This is an optimization exercise on Yosys and OpenROAD, whose aim is small area, a short achievable clock period and few clock cycles per item, not a production implementation. At most, simulation tests tie the RTL to the original design; equivalence was not proved. No activity file was given, so power comes from the tool's default toggle rates.

## gs_swizzle_agu
module gs_swizzle_agu (
    input  wire        clk,
    input  wire        rst,
    input  wire        cmd_valid,
    output wire        cmd_ready,
    input  wire [1:0]  cmd_fmt,
    input  wire [13:0] cmd_dbp,
    input  wire [5:0]  cmd_dbw,
    input  wire [10:0] cmd_x0,
    input  wire [10:0] cmd_y0,
    input  wire [11:0] cmd_w,
    input  wire [11:0] cmd_h,
    output reg         out_valid,
    input  wire        out_ready,
    output wire [28:0] out_addr,
    output wire        out_last
);
==> module gs_addr_calc, before the edit <==
module gs_addr_calc (
    input  wire        f0,       
    input  wire        f1,       
    input  wire        f2,       
    input  wire        n0,       
    input  wire        n1,       
    input  wire        n2,
    input  wire [14:0] pg,
    input  wire [6:0]  x,
    input  wire [6:0]  y,
    input  wire        c,
    output wire [28:0] addr
);
    wire [28:0] a32 = {3'b000, pg, x[5], y[4], x[4], y[3], x[3], y[2], y[1], x[2], x[1], y[0], x[0]};
    wire [28:0] a8  = {1'b0, pg, x[6], y[5], x[5], y[4], x[4], y[3], y[2], c, x[1], y[0], x[0], x[3], y[1]};
    wire [28:0] a4  = {pg, y[6], x[6], y[5], x[5], y[4], y[3], y[2], c, x[1], y[0], x[0], x[4], x[3], y[1]};
    wire [28:0] s0 = {{15{~n0}}, {14{f0}}};
    wire [28:0] s1 = {{15{~n1}}, {14{f1}}};
    wire [28:0] s2 = {{15{~n2}}, {14{f2}}};
    assign addr = (s0 & a32) | (s1 & a8) | (s2 & a4);
endmodule
Settings: LEC_CHECK=0, CAP_MARGIN=20, CORE_MARGIN=2, CORE_UTILIZATION=40, CTS_BUF_LIST=sky130_fd_sc_hd__clkbuf_4 sky130_fd_sc_hd__clkbuf_8, CTS_CLUSTER_SIZE=30, SETUP_SLACK_MARGIN=3.2, SLEW_MARGIN=20; clock period 6.0 ns.
standard.sh (not shown) runs the stock make flow with config.mk's settings and CLKGATE_MAP_FILE= SYNTH_SCRIPT=/design/flow/synth_recipe.tcl, a recipe that flattens the netlist after the stock synthesis.
==> flow/flow/run.sh <==
#!/bin/bash
export BUFFER_PORTS_ARGS="-buffer_cell sky130_fd_sc_hd__buf_1"
bash standard.sh > standard.log 2>&1
Testbench counts at the start, summed over its fixed seeds: cycles 223,093, items 220,800.
Rerun with:
--- a/flow/design.v
+++ b/flow/design.v
@@ -8,19 +8,30 @@
     input  wire [14:0] pg,
     input  wire [6:0]  x,
     input  wire [6:0]  y,
     input  wire        c,
     output wire [28:0] addr
 );
-    wire [28:0] a32 = {3'b000, pg, x[5], y[4], x[4], y[3], x[3], y[2], y[1], x[2], x[1], y[0], x[0]};
-    wire [28:0] a8  = {1'b0, pg, x[6], y[5], x[5], y[4], x[4], y[3], y[2], c, x[1], y[0], x[0], x[3], y[1]};
-    wire [28:0] a4  = {pg, y[6], x[6], y[5], x[5], y[4], y[3], y[2], c, x[1], y[0], x[0], x[4], x[3], y[1]};
-    wire [28:0] s0 = {{15{~n0}}, {14{f0}}};
-    wire [28:0] s1 = {{15{~n1}}, {14{f1}}};
-    wire [28:0] s2 = {{15{~n2}}, {14{f2}}};
-    assign addr = (s0 & a32) | (s1 & a8) | (s2 & a4);
+    wire [14:0] hi = ({15{~n0}} & {3'b000, pg[14:3]}) |
+                     ({15{~n1}} & {1'b0, pg[14:1]}) |
+                     ({15{~n2}} & pg[14:0]);
+    assign addr[28:14] = hi;
+    assign addr[13] = (f0 & pg[2]) | (f1 & pg[0]) | (f2 & y[6]);
+    assign addr[12] = (f0 & pg[1]) | (n0 & x[6]);
+    assign addr[11] = (f0 & pg[0]) | (n0 & y[5]);
+    assign addr[10] = x[5];
+    assign addr[9]  = y[4];
+    assign addr[8]  = (n2 & x[4]) | (f2 & y[3]);
+    assign addr[7]  = (n2 & y[3]) | (f2 & y[2]);
+    assign addr[6]  = (f0 & x[3]) | (f1 & y[2]) | (f2 & c);
+    assign addr[5]  = (f0 & y[2]) | (f1 & c)    | (f2 & x[1]);
+    assign addr[4]  = (f0 & y[1]) | (f1 & x[1]) | (f2 & y[0]);
+    assign addr[3]  = (f0 & x[2]) | (f1 & y[0]) | (f2 & x[0]);
+    assign addr[2]  = (f0 & x[1]) | (f1 & x[0]) | (f2 & x[4]);
+    assign addr[1]  = (f0 & y[0]) | (n0 & x[3]);
+    assign addr[0]  = (f0 & x[0]) | (n0 & y[1]);
 endmodule
 module gs_swizzle_agu (
     input  wire        clk,
     input  wire        rst,
     input  wire        cmd_valid,
     output wire        cmd_ready,
Result: Sequential cell count does not change. Area after synthesis grows by 6.0%. Count of clock-buffer cells in the layout grows by 1. Maximum frequency stays flat. Setup slack is worse by 5.7 ps. Utilization shrinks by 0.90 points. Register-to-register slack is worse by 90 ps.
The RTL of the second run of this note was laid out without a check of its function.

The RTL this note starts from:
==> flow/design.v <==
module gs_addr_calc (
    input  wire        f0,       
    input  wire        f1,       
    input  wire        f2,       
    input  wire        n0,       
    input  wire        n1,       
    input  wire        n2,
    input  wire [14:0] pg,
    input  wire [6:0]  x,
    input  wire [6:0]  y,
    input  wire        c,
    output wire [28:0] addr
);
    wire [28:0] a32 = {3'b000, pg, x[5], y[4], x[4], y[3], x[3], y[2], y[1], x[2], x[1], y[0], x[0]};
    wire [28:0] a8  = {1'b0, pg, x[6], y[5], x[5], y[4], x[4], y[3], y[2], c, x[1], y[0], x[0], x[3], y[1]};
    wire [28:0] a4  = {pg, y[6], x[6], y[5], x[5], y[4], y[3], y[2], c, x[1], y[0], x[0], x[4], x[3], y[1]};
    wire [28:0] s0 = {{15{~n0}}, {14{f0}}};
    wire [28:0] s1 = {{15{~n1}}, {14{f1}}};
    wire [28:0] s2 = {{15{~n2}}, {14{f2}}};
    assign addr = (s0 & a32) | (s1 & a8) | (s2 & a4);
endmodule
module gs_swizzle_agu (
    input  wire        clk,
    input  wire        rst,
    input  wire        cmd_valid,
    output wire        cmd_ready,
    input  wire [1:0]  cmd_fmt,
    input  wire [13:0] cmd_dbp,
    input  wire [5:0]  cmd_dbw,
    input  wire [10:0] cmd_x0,
    input  wire [10:0] cmd_y0,
    input  wire [11:0] cmd_w,
    input  wire [11:0] cmd_h,
    output reg         out_valid,
    input  wire        out_ready,
    output wire [28:0] out_addr,
    output wire        out_last
);
    reg        rdy;         
    reg        setup;       
    reg        f0, f1, f2;  
    reg        n0, n1, n2;  
    reg [5:0]  pw;          
    reg [11:0] w;
    reg [6:0]  x0l;         
    reg [6:0]  xl;          
    reg [6:0]  yl;          
    reg [11:0] cnt;         
    reg        re;          
    reg [11:0] rcnt;        
    reg        lr;          
    reg [14:0] pg;          
    reg [14:0] rb;          
    reg        xc;          
    reg [11:0] bo;          
    reg        sel;
    reg        s0;          
    reg        sl;          
    reg        cx;          
    assign cmd_ready = rdy;
    assign out_last  = re & lr;
    gs_addr_calc u_calc (
        .f0   (f0),
        .f1   (f1),
        .f2   (f2),
        .n0   (n0),
        .n1   (n1),
        .n2   (n2),
        .pg   (pg),
        .x    (xl),
        .y    (yl),
        .c    (cx),
        .addr (out_addr)
    );
    wire accept  = rdy & cmd_valid;
    wire advance = out_valid & out_ready;
    wire row_end = advance & re;
    wire xc_x0  = f0 ? (&x0l[5:0]) : (&x0l);
    wire xc_inc = ~xl[0] & (&xl[5:1]) & (f0 | xl[6]);
    wire yc_cur = (&yl[4:0]) & (f0 | (yl[5] & (f1 | yl[6])));
    wire yc_inc = ~yl[0] & (&yl[4:1]) & (f0 | (yl[5] & (f1 | yl[6])));
    wire [11:0] b      = bo & {12{sel}};
    wire [14:0] ag = rb & {3'd0, b};
    wire [14:0] ap = rb ^ {3'd0, b};
    wire [14:0] g1 = ag | (ap & {ag[13:0], 1'b0});
    wire [14:0] p1 = ap & {ap[13:0], 1'b0};
    wire [14:0] g2 = g1 | (p1 & {g1[12:0], 2'b0});
    wire [14:0] p2 = p1 & {p1[12:0], 2'b0};
    wire [14:0] g3 = g2 | (p2 & {g2[10:0], 4'b0});
    wire [14:0] p3 = p2 & {p2[10:0], 4'b0};
    wire [14:0] g4 = g3 | (p3 & {g3[6:0], 8'b0});
    wire [14:0] rb_sum = ap ^ {g4[13:0], 1'b0};
    wire [5:0] cmd_pw = (cmd_fmt == 2'd0) ? cmd_dbw : {1'b0, cmd_dbw[5:1]};
    wire       ne     = (cmd_w != 12'd0) && (cmd_h != 12'd0);
    wire       sy_nx = (xl[2:0] == 3'd1) ? cnt[0] :
                       (xl[2:0] == 3'd2) ? cnt[1] :
                       (xl[2:0] == 3'd3) ? cnt[2] :
                       (xl[2:0] == 3'd4) ? cnt[3] :
                       (xl[2:0] == 3'd5) ? cnt[4] : cnt[5];
    always @(posedge clk) begin
        if (rst) begin
            rdy       <= 1'b1;
            setup     <= 1'b0;
            out_valid <= 1'b0;
        end else if (accept) begin
            rdy   <= !ne;
            setup <= ne;
        end else if (setup) begin
            if (sl) begin
                setup     <= 1'b0;
                out_valid <= 1'b1;
            end
        end else if (row_end && lr) begin
            out_valid <= 1'b0;
            rdy       <= 1'b1;
        end
    end
    always @(posedge clk) begin
        if (rdy) begin
            f0  <= (cmd_fmt == 2'd0);
            f1  <= (cmd_fmt == 2'd1);
            f2  <= cmd_fmt[1];
            n0  <= (cmd_fmt != 2'd0);
            n1  <= (cmd_fmt != 2'd1);
            n2  <= ~cmd_fmt[1];
            pw  <= cmd_pw;
            w   <= cmd_w;
            x0l <= cmd_x0[6:0];
        end
    end
    wire [6:0] xl_inc = xl + 7'd1;
    wire first = setup & sl;                  
    wire rs    = first | (re & ~setup);       
    always @(posedge clk) begin
        s0 <= rdy;
        sl <= setup & (xl[2:0] == 3'd6);
        bo <= rdy ? {7'd0, (cmd_fmt == 2'd0) ? cmd_x0[10:6] : {1'b0, cmd_x0[10:7]}} :
              (setup & ~s0 & ~sl) ? {bo[10:0], 1'b0} : {6'd0, pw};
        if (rdy | setup | row_end)
            sel <= rdy | (setup & ~sl ? sy_nx : setup ? yc_cur : yc_inc);
    end
    always @(posedge clk)
        if (rdy | setup | row_end) rb <= rdy ? {1'b0, cmd_dbp} : rb_sum;
    wire ld = first | (advance & re);         
    wire [14:0] pg_nx = pg + {14'd0, advance & xc};
    always @(posedge clk)
        pg <= ld ? rb_sum : pg_nx;
    wire [6:0] xl_nx = xl + {6'd0, setup | advance};
    always @(posedge clk) begin
        xl <= rdy ? ((cmd_fmt == 2'd0) ? 7'd121 : (cmd_fmt == 2'd1) ? 7'd122 : 7'd123) :
              ld ? x0l : xl_nx;
        if (rdy | setup | advance)
            xc <= rs ? xc_x0 : xc_inc;
    end
    wire [6:0] yl_inc = yl + 7'd1;
    always @(posedge clk)
        yl <= rdy ? cmd_y0[6:0] : yl + {6'd0, advance & re};
    always @(posedge clk)
        if (setup | advance)
            cx <= rs ? (x0l[2] ^ (re & ~setup ? yl_inc[1] ^ yl_inc[2] : yl[1] ^ yl[2]))
                     : (xl_inc[2] ^ yl[1] ^ yl[2]);
    always @(posedge clk) begin
        cnt <= rdy ? {6'd0, cmd_y0[10:5]} : ld ? w : cnt - {11'd0, advance};
        if (rdy | first | advance)
            re <= rs ? (w == 12'd1) : (cnt == 12'd2);
    end
    always @(posedge clk) begin
        rcnt <= rdy ? cmd_h : rcnt - {11'd0, advance & re};
        if (rdy | row_end)
            lr <= rdy ? (cmd_h == 12'd1) : (rcnt == 12'd2);
    end
endmodule
clock: 6.0 ns
lec_check: 0
cap_margin: 20
core_margin: 2
core_utilization: 40
cts_buf_list: sky130_fd_sc_hd__clkbuf_4 sky130_fd_sc_hd__clkbuf_8
cts_cluster_size: 30
setup_slack_margin: 3.1
slew_margin: 20
Scripts as last shown in full above: flow/flow/run.sh
Change:
--- a/flow/design.v
+++ b/flow/design.v
@@ -133,10 +133,11 @@
     wire rs    = first | (re & ~setup);       
     always @(posedge clk) begin
         s0 <= rdy;
         sl <= setup & (xl[2:0] == 3'd6);
-        bo <= rdy ? {7'd0, (cmd_fmt == 2'd0) ? cmd_x0[10:6] : {1'b0, cmd_x0[10:7]}} :
-              (setup & ~s0 & ~sl) ? {bo[10:0], 1'b0} : {6'd0, pw};
+        if (rdy | setup)
+            bo <= rdy ? {7'd0, (cmd_fmt == 2'd0) ? cmd_x0[10:6] : {1'b0, cmd_x0[10:7]}} :
+                  (s0 | sl) ? {6'd0, pw} : {bo[10:0], 1'b0};
         if (rdy | setup | row_end)
             sel <= rdy | (setup & ~sl ? sy_nx : setup ? yc_cur : yc_inc);
     end
     always @(posedge clk)
Outcome: The new run finished clean. Power came out higher by 5.1%. Final cell count came out lower by 4.1%. Die area came out lower by 1.5%. Count of clock-buffer cells in the layout came out lower by 2. Register-to-register slack hardly moves. Synthesized cell count came out lower by 5.8%. Worst setup slack gets worse by 0.017 ns. Routed wire length came out lower by 5.2%.
Testbench counts after the change, summed over its fixed seeds: cycles 223,093, items 220,800.
The RTL of the first run of this note was laid out without a check of its function.

## what the ideal ports hide
No port has a modelled driver above. Below, the same layouts with a new extraction and two added sets of constraints. Step 1 (the two cells are an assumption about what drives the block):
set clk [get_ports {clk}]
set_driving_cell -lib_cell sky130_fd_sc_hd__clkbuf_16 $clk
set_driving_cell -lib_cell sky130_fd_sc_hd__buf_2 [delete_from_list [all_inputs] $clk]
Step 2 also shifts input and output timing later by t, the mid clock arrival at the registers, as if the neighbouring blocks saw the same clock. Slacks: ideal ports / drivers / drivers and shift; pairs: ideal ports / drivers.
| run | t (ns) | setup slack, ns | worst setup path after step 2 | latest minus earliest clock arrival (ns) |
|---|---|---|---|---|
| the first run of note 1 | 0.470 | 3.216 / 3.179 / 2.868 | input to register | 0.012 / 0.012 |
| the second run of note 1 | 0.472 | 3.210 / 3.174 / 2.888 | input to register | 0.012 / 0.013 |
| the first run of note 2 | 0.472 | 3.193 / 3.157 / 2.976 | input to register | 0.016 / 0.016 |
| the second run of note 2 | 0.469 | 3.176 / 3.139 / 2.850 | input to register | 0.012 / 0.012 |
After both steps every run listed still meets setup and hold. For the first run of note 1, which loses most, drivers alone change the setup slack by -0.037 ns; drivers and shift together by -0.348 ns.
